Context: an optimization exercise on an open-source flow, tuned for small area, a short achievable clock period and few clock cycles per item. The choices shown serve that exercise and are no tape-out recipe. In this exercise RTL edits were held to simulation tests only and were not proved equivalent to the original. Power figures rest on the tool's default switching activity, not on a simulated workload.

==> flow/design.v <==
module mdlp_core (
    input  wire        clk,
    input  wire        rst,
    input  wire        cfg_we,
    input  wire [3:0]  cfg_addr,
    input  wire [31:0] cfg_wdata,
    input  wire        in_valid,
    output wire        in_ready,
    input  wire [31:0] in_x,
    input  wire [31:0] in_acc0,
    input  wire [31:0] in_acc1,
    output reg         out_valid,
    output reg  [31:0] out_tap0,
    output reg  [31:0] out_tap1,
    output reg  [31:0] out_acc0,
    output reg  [31:0] out_acc1,
    output wire [11:0] rb0_raddr,
    input  wire [31:0] rb0_rdata,
    output wire        rb0_we,
    output wire [11:0] rb0_waddr,
    output wire [31:0] rb0_wdata,
    output wire [11:0] rb1_raddr,
    input  wire [31:0] rb1_rdata,
    output wire        rb1_we,
    output wire [11:0] rb1_waddr,
    output wire [31:0] rb1_wdata
);
    localparam signed [31:0] THRESH_Q = 32'sd168;
    reg [31:0] wcur;
    reg [23:0] lfo_range;
    reg [65:0] lfo_scale;
    reg [31:0] lfo_disp;
    reg        e_wave;       
    reg [24:0] e_depth;
    reg [15:0] delay;
    reg [31:0] e_fb;
    reg [3:0]  cap_log;
    reg [31:0] gain00, gain01, gain10, gain11;    
    wire [11:0] cap_mask = (cap_log >= 4'd12) ? 12'hfff : ((12'd1 << cap_log) - 12'd1);
    function [31:0] sat33;
        input signed [32:0] v;
        begin
            if (v > 33'sd2147483647)       sat33 = 32'h7fffffff;
            else if (v < -33'sd2147483648) sat33 = 32'h80000000;
            else                           sat33 = v[31:0];
        end
    endfunction
    function [31:0] qadd;
        input [31:0] a;
        input [31:0] b;
        begin
            qadd = sat33({a[31], a} + {b[31], b});
        end
    endfunction
    function [31:0] qmul;
        input [31:0] a;
        input [31:0] b;
        reg signed [63:0] p;
        reg signed [63:0] q;
        begin
            p = $signed(a) * $signed(b);
            if (p < 0) q = -((-p) >>> 24);
            else       q = p >>> 24;
            if (q > 64'sd2147483647)       qmul = 32'h7fffffff;
            else if (q < -64'sd2147483648) qmul = 32'h80000000;
            else                           qmul = q[31:0];
        end
    endfunction
    function [24:0] sintab;
        input [6:0] j;
        begin
            case (j)
                7'd0:  sintab = 25'd0;
                7'd1:  sintab = 25'd411733;
                7'd2:  sintab = 25'd823219;
                7'd3:  sintab = 25'd1234209;
                7'd4:  sintab = 25'd1644455;
                7'd5:  sintab = 25'd2053710;
                7'd6:  sintab = 25'd2461729;
                7'd7:  sintab = 25'd2868265;
                7'd8:  sintab = 25'd3273072;
                7'd9:  sintab = 25'd3675909;
                7'd10: sintab = 25'd4076531;
                7'd11: sintab = 25'd4474698;
                7'd12: sintab = 25'd4870169;
                7'd13: sintab = 25'd5262706;
                7'd14: sintab = 25'd5652074;
                7'd15: sintab = 25'd6038037;
                7'd16: sintab = 25'd6420363;
                7'd17: sintab = 25'd6798821;
                7'd18: sintab = 25'd7173184;
                7'd19: sintab = 25'd7543226;
                7'd20: sintab = 25'd7908725;
                7'd21: sintab = 25'd8269459;
                7'd22: sintab = 25'd8625213;
                7'd23: sintab = 25'd8975771;
                7'd24: sintab = 25'd9320922;
                7'd25: sintab = 25'd9660458;
                7'd26: sintab = 25'd9994176;
                7'd27: sintab = 25'd10321873;
                7'd28: sintab = 25'd10643353;
                7'd29: sintab = 25'd10958422;
                7'd30: sintab = 25'd11266890;
                7'd31: sintab = 25'd11568571;
                7'd32: sintab = 25'd11863283;
                7'd33: sintab = 25'd12150850;
                7'd34: sintab = 25'd12431097;
                7'd35: sintab = 25'd12703856;
                7'd36: sintab = 25'd12968963;
                7'd37: sintab = 25'd13226258;
                7'd38: sintab = 25'd13475586;
                7'd39: sintab = 25'd13716797;
                7'd40: sintab = 25'd13949745;
                7'd41: sintab = 25'd14174291;
                7'd42: sintab = 25'd14390298;
                7'd43: sintab = 25'd14597637;
                7'd44: sintab = 25'd14796184;
                7'd45: sintab = 25'd14985817;
                7'd46: sintab = 25'd15166424;
                7'd47: sintab = 25'd15337895;
                7'd48: sintab = 25'd15500126;
                7'd49: sintab = 25'd15653022;
                7'd50: sintab = 25'd15796488;
                7'd51: sintab = 25'd15930439;
                7'd52: sintab = 25'd16054795;
                7'd53: sintab = 25'd16169479;
                7'd54: sintab = 25'd16274424;
                7'd55: sintab = 25'd16369565;
                7'd56: sintab = 25'd16454846;
                7'd57: sintab = 25'd16530216;
                7'd58: sintab = 25'd16595628;
                7'd59: sintab = 25'd16651044;
                7'd60: sintab = 25'd16696429;
                7'd61: sintab = 25'd16731757;
                7'd62: sintab = 25'd16757007;
                7'd63: sintab = 25'd16772163;
                default: sintab = 25'd16777216;
            endcase
        end
    endfunction
    localparam [3:0] S_IDLE  = 4'd0,
                     S_MODI  = 4'd1,    
                     S_MODR  = 4'd2,    
                     S_MODF  = 4'd3,    
                     S_PHASE = 4'd4,    
                     S_WAVE  = 4'd5,    
                     S_DLY   = 4'd6,    
                     S_RD    = 4'd7,    
                     S_RDW   = 4'd8,    
                     S_WR    = 4'd9,    
                     S_MIX   = 4'd10,   
                     S_DONE  = 4'd11;
    reg [3:0]  state;
    reg        tap;
    reg [1:0]  mix_idx;
    reg [5:0]  div_cnt;
    reg [31:0] x_in;
    reg [31:0] acc0, acc1;
    reg [31:0] o0, o1;
    reg        div_neg;
    reg [32:0] div_q;        
    reg [24:0] div_rem;
    reg [23:0] phase_p;
    reg [33:0] lfo_t;
    reg [34:0] lfo_v;
    reg [11:0] rd_addr;
    reg [11:0] wr_addr;
    assign in_ready = (state == S_IDLE);
    wire signed [33:0] x_off = tap ? ($signed({2'b00, wcur}) + {{2{lfo_disp[31]}}, lfo_disp})
                                   : $signed({2'b00, wcur});
    wire signed [33:0] x_neg = -x_off;
    wire [24:0] div_trial = {div_rem[23:0], div_q[32]};
    wire        div_ge    = (div_trial >= {1'b0, lfo_range});
    wire [24:0] div_next  = div_ge ? (div_trial - {1'b0, lfo_range}) : div_trial;
    wire [89:0] scale_prod = lfo_scale * phase_p;
    wire signed [35:0] tri_diff = $signed({2'b00, 34'h200000000}) - $signed({2'b00, lfo_t});
    wire        [35:0] tri_abs  = tri_diff[35] ? -tri_diff : tri_diff;
    wire        [34:0] v_tri    = 35'h200000000 - tri_abs[34:0];
    wire [1:0]  sq_q   = lfo_t[33:32];
    wire [32:0] sq_u   = sq_q[0] ? (33'h100000000 - {1'b0, lfo_t[31:0]}) : {1'b0, lfo_t[31:0]};
    wire [6:0]  sq_j   = sq_u[32:26];
    wire [25:0] sq_r   = sq_u[25:0];
    wire [24:0] sq_lo  = sintab(sq_j);
    wire [24:0] sq_hi  = sintab(sq_j + 7'd1);
    wire [24:0] sq_d   = sq_hi - sq_lo;
    wire [50:0] sq_int = sq_d * sq_r;
    wire [24:0] sq_s   = (sq_j == 7'd64) ? 25'd16777216 : (sq_lo + sq_int[50:26]);
    wire [25:0] sin_sum = sq_q[1] ? (26'd16777216 - {1'b0, sq_s}) : (26'd16777216 + {1'b0, sq_s});
    wire [34:0] v_sin   = {1'b0, sin_sum, 8'd0};
    wire [74:0] off_prod = lfo_v * e_depth * delay;
    wire [74:0] off_rnd  = off_prod + (75'd1 << 55);
    wire [18:0] off_smp  = off_rnd[74:56];
    wire [18:0] dly      = off_smp + {3'd0, delay};
    wire [31:0] rd_index = wcur - {13'd0, dly};
    wire [31:0] rd_word  = tap ? rb1_rdata : rb0_rdata;
    wire [31:0] tap_out  = tap ? o1 : o0;
    wire [31:0] wr_word  = qmul(qadd(tap_out, x_in), e_fb);
    wire [31:0] mix_gain = (mix_idx == 2'd0) ? gain00 :
                           (mix_idx == 2'd1) ? gain10 :
                           (mix_idx == 2'd2) ? gain01 : gain11;
    wire [31:0] mix_tap  = mix_idx[0] ? o1 : o0;
    wire [31:0] mix_acc  = mix_idx[1] ? acc1 : acc0;
    wire        mix_on   = ($signed(mix_gain) > THRESH_Q);
    wire [31:0] mix_new  = qadd(mix_acc, qmul(mix_tap, mix_gain));
    assign rb0_raddr = rd_addr;
    assign rb1_raddr = rd_addr;
    assign rb0_waddr = wr_addr;
    assign rb1_waddr = wr_addr;
    assign rb0_wdata = wr_word;
    assign rb1_wdata = wr_word;
    assign rb0_we    = (state == S_WR) && !tap;
    assign rb1_we    = (state == S_WR) &&  tap;
    always @(posedge clk) begin
        if (rst) begin
            state     <= S_IDLE;
            tap       <= 1'b0;
            mix_idx   <= 2'd0;
            div_cnt   <= 6'd0;
            out_valid <= 1'b0;
            out_tap0  <= 32'd0;
            out_tap1  <= 32'd0;
            out_acc0  <= 32'd0;
            out_acc1  <= 32'd0;
            x_in      <= 32'd0;
            acc0      <= 32'd0;
            acc1      <= 32'd0;
            o0        <= 32'd0;
            o1        <= 32'd0;
            div_neg   <= 1'b0;
            div_q     <= 33'd0;
            div_rem   <= 25'd0;
            phase_p   <= 24'd0;
            lfo_t     <= 34'd0;
            lfo_v     <= 35'd0;
            rd_addr   <= 12'd0;
            wr_addr   <= 12'd0;
            wcur      <= 32'd0;
            lfo_range <= 24'd1;
            lfo_scale <= 66'd0;
            lfo_disp  <= 32'd0;
            e_wave    <= 1'b1;
            e_depth   <= 25'd0;
            delay     <= 16'd0;
            e_fb      <= 32'd0;
            cap_log   <= 4'd0;
            gain00    <= 32'd0;
            gain01    <= 32'd0;
            gain10    <= 32'd0;
            gain11    <= 32'd0;
        end else begin
            out_valid <= 1'b0;
            if (cfg_we) begin
                case (cfg_addr)
                    4'd0:  wcur            <= cfg_wdata;
                    4'd1:  lfo_range       <= cfg_wdata[23:0];
                    4'd2:  lfo_scale[31:0] <= cfg_wdata;
                    4'd3:  lfo_scale[63:32] <= cfg_wdata;
                    4'd4:  lfo_scale[65:64] <= cfg_wdata[1:0];
                    4'd5:  lfo_disp        <= cfg_wdata;
                    4'd6:  e_wave          <= cfg_wdata[0];
                    4'd7:  e_depth         <= cfg_wdata[24:0];
                    4'd8:  delay           <= cfg_wdata[15:0];
                    4'd9:  e_fb            <= cfg_wdata;
                    4'd10: cap_log         <= cfg_wdata[3:0];
                    4'd11: gain00          <= cfg_wdata;
                    4'd12: gain01          <= cfg_wdata;
                    4'd13: gain10          <= cfg_wdata;
                    4'd14: gain11          <= cfg_wdata;
                    default: ;
                endcase
            end
            case (state)
                S_IDLE: begin
                    if (in_valid) begin
                        x_in  <= in_x;
                        acc0  <= in_acc0;
                        acc1  <= in_acc1;
                        tap   <= 1'b0;
                        state <= S_MODI;
                    end
                end
                S_MODI: begin
                    div_neg <= x_off[33];
                    div_q   <= x_off[33] ? x_neg[32:0] : x_off[32:0];
                    div_rem <= 25'd0;
                    div_cnt <= 6'd33;
                    state   <= S_MODR;
                end
                S_MODR: begin
                    div_rem <= div_next;
                    div_q   <= {div_q[31:0], 1'b0};
                    div_cnt <= div_cnt - 6'd1;
                    if (div_cnt == 6'd1)
                        state <= S_MODF;
                end
                S_MODF: begin
                    if (div_neg && (div_rem != 25'd0))
                        phase_p <= lfo_range - div_rem[23:0];
                    else
                        phase_p <= div_rem[23:0];
                    state <= S_PHASE;
                end
                S_PHASE: begin
                    lfo_t <= scale_prod[65:32];
                    state <= S_WAVE;
                end
                S_WAVE: begin
                    lfo_v <= e_wave ? v_tri : v_sin;
                    state <= S_DLY;
                end
                S_DLY: begin
                    rd_addr <= rd_index[11:0] & cap_mask;
                    wr_addr <= wcur[11:0] & cap_mask;
                    state   <= S_RD;
                end
                S_RD: begin
                    state <= S_RDW;
                end
                S_RDW: begin
                    if (tap) o1 <= rd_word;
                    else     o0 <= rd_word;
                    state <= S_WR;
                end
                S_WR: begin
                    if (tap) begin
                        mix_idx <= 2'd0;
                        state   <= S_MIX;
                    end else begin
                        tap   <= 1'b1;
                        state <= S_MODI;
                    end
                end
                S_MIX: begin
                    if (mix_on) begin
                        if (mix_idx[1]) acc1 <= mix_new;
                        else            acc0 <= mix_new;
                    end
                    mix_idx <= mix_idx + 2'd1;
                    if (mix_idx == 2'd3)
                        state <= S_DONE;
                end
                S_DONE: begin
                    out_valid <= 1'b1;
                    out_tap0  <= o0;
                    out_tap1  <= o1;
                    out_acc0  <= acc0;
                    out_acc1  <= acc1;
                    wcur      <= wcur + 32'd1;
                    state     <= S_IDLE;
                end
                default: state <= S_IDLE;
            endcase
        end
    end
endmodule
==> flow/run.sh <==
#!/bin/bash
# synth_recipe.tcl (not shown) runs the flow's synth.tcl, then flattens the netlist and writes it again
# the make line also repeats each setting of config.mk as NAME=value (left out here)
make -C /OpenROAD-flow-scripts/flow DESIGN_CONFIG=/design/flow/config.mk WORK_HOME=/design/flow/orfs CLKGATE_MAP_FILE= SYNTH_SCRIPT=/design/flow/synth_recipe.tcl finish
==> flow/config.mk <==
export PLATFORM = sky130hd
export DESIGN_NAME = mdlp_core
export DESIGN_NICKNAME = mdlp_core
export VERILOG_FILES = /design/flow/design.v
export SDC_FILE = /design/flow/constraint.sdc
export NUM_CORES = 4
export LEC_CHECK = 0
export CAP_MARGIN = 20
export CORE_MARGIN = 2
export CORE_UTILIZATION = 35
export PLACE_DENSITY = 0.45
export SLEW_MARGIN = 20
==> flow/constraint.sdc <==
create_clock -name core_clock -period 25.0 [get_ports {clk}]
set_input_delay 5.0000 -clock core_clock [delete_from_list [all_inputs] [get_ports {clk}]]
set_output_delay 5.0000 -clock core_clock [all_outputs]
set_load 0.01 [all_outputs]
==> run notes <==
-- final cells by class --
type                       count  area, um^2  share of cell area, %
sequential                   838       16900                   6.59
multi-input combinational  20200      195000                   76.1
antenna                       27        67.6                 0.0264
tap                         8968       11200                   4.38
inverter                    5435       20400                   7.97
clock inverter                51         527                  0.206
clock buffer                 145        3080                   1.20
timing repair buffer        1054        8950                   3.50
-- cells by family (layout without fill, tap and decap cells) --
| family | count (synthesis) | after routing | share of synthesized area (%) |
|---|---|---|---|
| AOI/OAI and AO/OA | 3051 | 3051 | 8.04 |
| xor gates and xnor gates | 706 | 706 | 2.62 |
| adders and majority gates | 6690 | 6690 | 52.4 |
| buffers and inverters | 7111 | 6685 | 11.4 |
| DFF | 838 | 838 | 7.07 |
| muxes | 189 | 189 | 0.864 |
| other | 0 | 27 | 0 |
| and+or+nand+nor | 9524 | 9524 | 17.6 |
-- worst max-delay path by stage --
stage,start,cells after the start,slack (ns),endpoint
final,tap$_SDFFE_PP0P_,48,1.70,rb1_wdata[8]
after global routing,tap$_SDFFE_PP0P_,47,0.70,rb1_wdata[22]
after CTS,tap$_SDFFE_PP0P_,48,1.57,rb1_wdata[27]
after detailed placement,tap$_SDFFE_PP0P_,48,2.56,rb1_wdata[27]
after global placement,tap$_SDFFE_PP0P_,49,2.89,rb0_wdata[29]
after floorplan,tap$_SDFFE_PP0P_,59,4.53,rb1_wdata[12]
-- routing by layer --
metal / wire, um / vias up / GRT usage, %
met5: 110 / - / 0
met4: 28100 / 16 / 7.00
li1: - / 83600 / -
met2: 420000 / 4843 / 43.5
met1: 370000 / 98400 / 33.7
met3: 40700 / 1071 / 2.60
-- synth_stat cells (30+ instances only) --
cell	instances
or2_2	51
o21ai_0	426
o21a_1	74
nor2b_1	131
clkbuf_1	1554
ha_1	1280
mux2i_1	81
a311oi_1	56
dfxtp_1	838
nand3_1	225
a21oi_1	1226
o21ai_1	87
xor2_1	239
and3_1	127
nor2_1	1414
buf_1	50
o31a_1	49
a31oi_1	71
a22oi_1	93
or4_1	30
o22ai_1	39
a211oi_1	166
or3_1	66
mux2_2	106
and2_1	1295
a21boi_0	37
nand2b_1	133
o211ai_1	99
nand4_1	98
o31ai_1	56
nor3_1	225
nand2_1	5559
o21bai_1	68
nor4_1	64
a21o_1	208
fa_1	5405
xnor2_1	465
inv_1	5432
buf_4	57
a221oi_1	37
-- flip-flops by register name (all words and copies together), names as in the netlist, 33 cells and up --
register	count
div_q	33
lfo_scale	66
lfo_t	34
lfo_v	35
-- power breakdown --
part / total (mW) / switching, mW / leakage (nW) / internal (mW)
Clock: 1.65 / 0.715 / 1.77 / 0.938
Combinational: 2.06 / 1.39 / 102 / 0.663
Sequential: 1.47 / 0.0822 / 6.81 / 1.39
Total: 5.18 / 2.19 / 111 / 2.99
-- through the flow --
| step | cells | total power [mW] | hold slack [ns] | utilization (%) | setup WS [ns] |
|---|---|---|---|---|---|
| final | 36700 | 5.18 | 0.403 | 37.9 | 1.70 |
| after global routing | 36700 | 5.44 | 0.435 | 37.9 | 0.695 |
| after CTS | 36700 | 5.22 | 0.403 | 37.9 | 1.57 |
| after detailed placement | 36500 | 3.54 | 0.443 | 37.3 | 2.56 |
| after global placement | 36500 | 3.54 | 0.438 | 37.3 | 2.89 |
| after floorplan | 28100 | 2.69 | 0.426 | - | 4.53 |
-- tightest hold or removal path: stages, from the launching register on --
cell and delay, ns:
dfxtp_1 0.32, nand2_1 0.07, a21oi_1 0.05
==> results.toml <==
[sta]
max_slew_margin_pct = 14.3
tns_ns = 0
finalMaxSlewViolations = 0
worst_slew_pin_slew_ns = 1.28
hold_viol_final = 0
finalCriticalPeriod_ns = 23.30
finalSetupViolations = 0
fin_skew_ns = 0.111
post-route-period-util_pct = 93.2
rsz0062_at_grt = "no"
clock.fmax_mhz = 42.9

[floorplan]
die_h_um = 827
row_count = 302
core_area_mm2 = 0.676
die_area_mm2 = 0.684
initial_core_util_pct = 35.1
ios = 444
die_w_um = 827

[clock_tree]
cts_resized = 0
cts_buffers = 109
clockRootBuffer = "clkbuf_16"
cts_tree = "done"
clk_pin_slew_ns = 0.07
cts_buffer_depth = 4
postCtsHoldBufs = 0
cts.sinks = 838
cts_setup_buffers = 0
clock_latency_ns = 0.91
cts_max_level = 3

[worst_setup_path]
start_kind = "flip-flop"
r2r-end = "lfo_v[30]$_SDFFE_PP0P_"
path_class = "reg -> out"
reg2reg_slack_ns = 3.14
arrival_ns = 18.30
cp_num_buf_inv = 9
r2r_start = "lfo_t[1]$_SDFFE_PP0P_"
critical_path.most_common_cell = "fa_1"
worst_path_largest_cell_delay_ns = 0.84
r2r_cells = 73
crit_fanout = 33
crit_required_ns = 20.00
cp_top_family = "compound AO/OA/AOI/OAI gates"
cp-end-kind = "output port"
slowest_stage = "a21oi_2"

[logic_synthesis]
synth-edff-count = 0
postSynth.asyncResetShare_pct = 0
yosysSeqAreaShare_pct = 7.07
yosysWarnings = 1
synth_seq_cells = 838
synth_cell_types = 110
avgSynthCellArea_um2 = 8.44
synth_top_area_share_pct = 45.6
synthCells = 28100
ys.flop_type = "dfxtp_1"
synth_fp_nets = 35000
synth_area_leaders = "fa_1 46%, nand2_1 8.8%, inv_1 8.6%, dfxtp_1 7.1%, ha_1 6.8%"
netlist_area_mm2 = 0.237
yosysTopAreaCell = "fa_1"

[routing]
num_vias = 188000
routed_wl_mm = 859
drtPass1Iterations = 9
routedWlPerCell_um = 23.4
first_iter_violations = 11800
ant_nets = 0
post-route-drc-count = 0
viasPerCell = 5.12

[hold_path]
hp-start = "acc1[20]$_SDFFE_PP0P_"
min_delay_path_depth = 2
holdPathEnd = "out_acc1[20]$_SDFFE_PP0P_"
min_path_type = "reg -> reg"

[finish]
stdcell_area_mm2 = 0.256
area_growth_pct = 7.92
layout_commonest_cell = "nand2_1"
drive_gt1_share_pct = 4.58
nNetsFinal = 34500
mostFrequentLayoutCells = "5556 x nand2_1, 5432 x inv_1, 5405 x fa_1"
fillerInstances = 70100

[power]
power_per_cell_area_mw_per_mm2 = 20.2
ir_drop_v = 0.0000885
cellLeakagePower_nw = 111

[placement]
dp_hpwl_mm = 663
port_buffers = 443
place_area_mm2 = 0.252
place_congestion = 0.899

[job]
maxCapViolations = 0

[global_routing]
grt_max_degree = 187
grt_first_pass_wirelength_mm = 1310
grt_pass1_vias = 200000
antenna_found_initial = 63
track_usage_pct = 25.2
overflow = 0

[status]
status = "finished clean"
Testbench counts, summed over its fixed seeds: cycles 180,360, items 2,048.

separate check: timing with driven ports:
How much do the figures lean on ideal ports? The routed layout below was timed once more, with nothing changed but the port constraints. Step 1 sets driving cells, clkbuf_16 on the clock port and buf_2 on the other inputs (assumed; they add their load-dependent delay and slew). Step 2, shift: input delay + t, output delay - t, t = (earliest + latest rising clock arrival at the registers) / 2. This alone moves slack from input paths to output paths. a / b / c = ideal ports / drivers / drivers and shift; a / b = the first two.
t (ns): 0.954
setup slack, ns: 1.700 / 1.604 / 2.558
cell pins on the clock port's net: 1
After both steps this run still meets setup and hold. For this run, drivers alone change the setup slack by -0.096 ns; drivers and shift together by +0.858 ns.
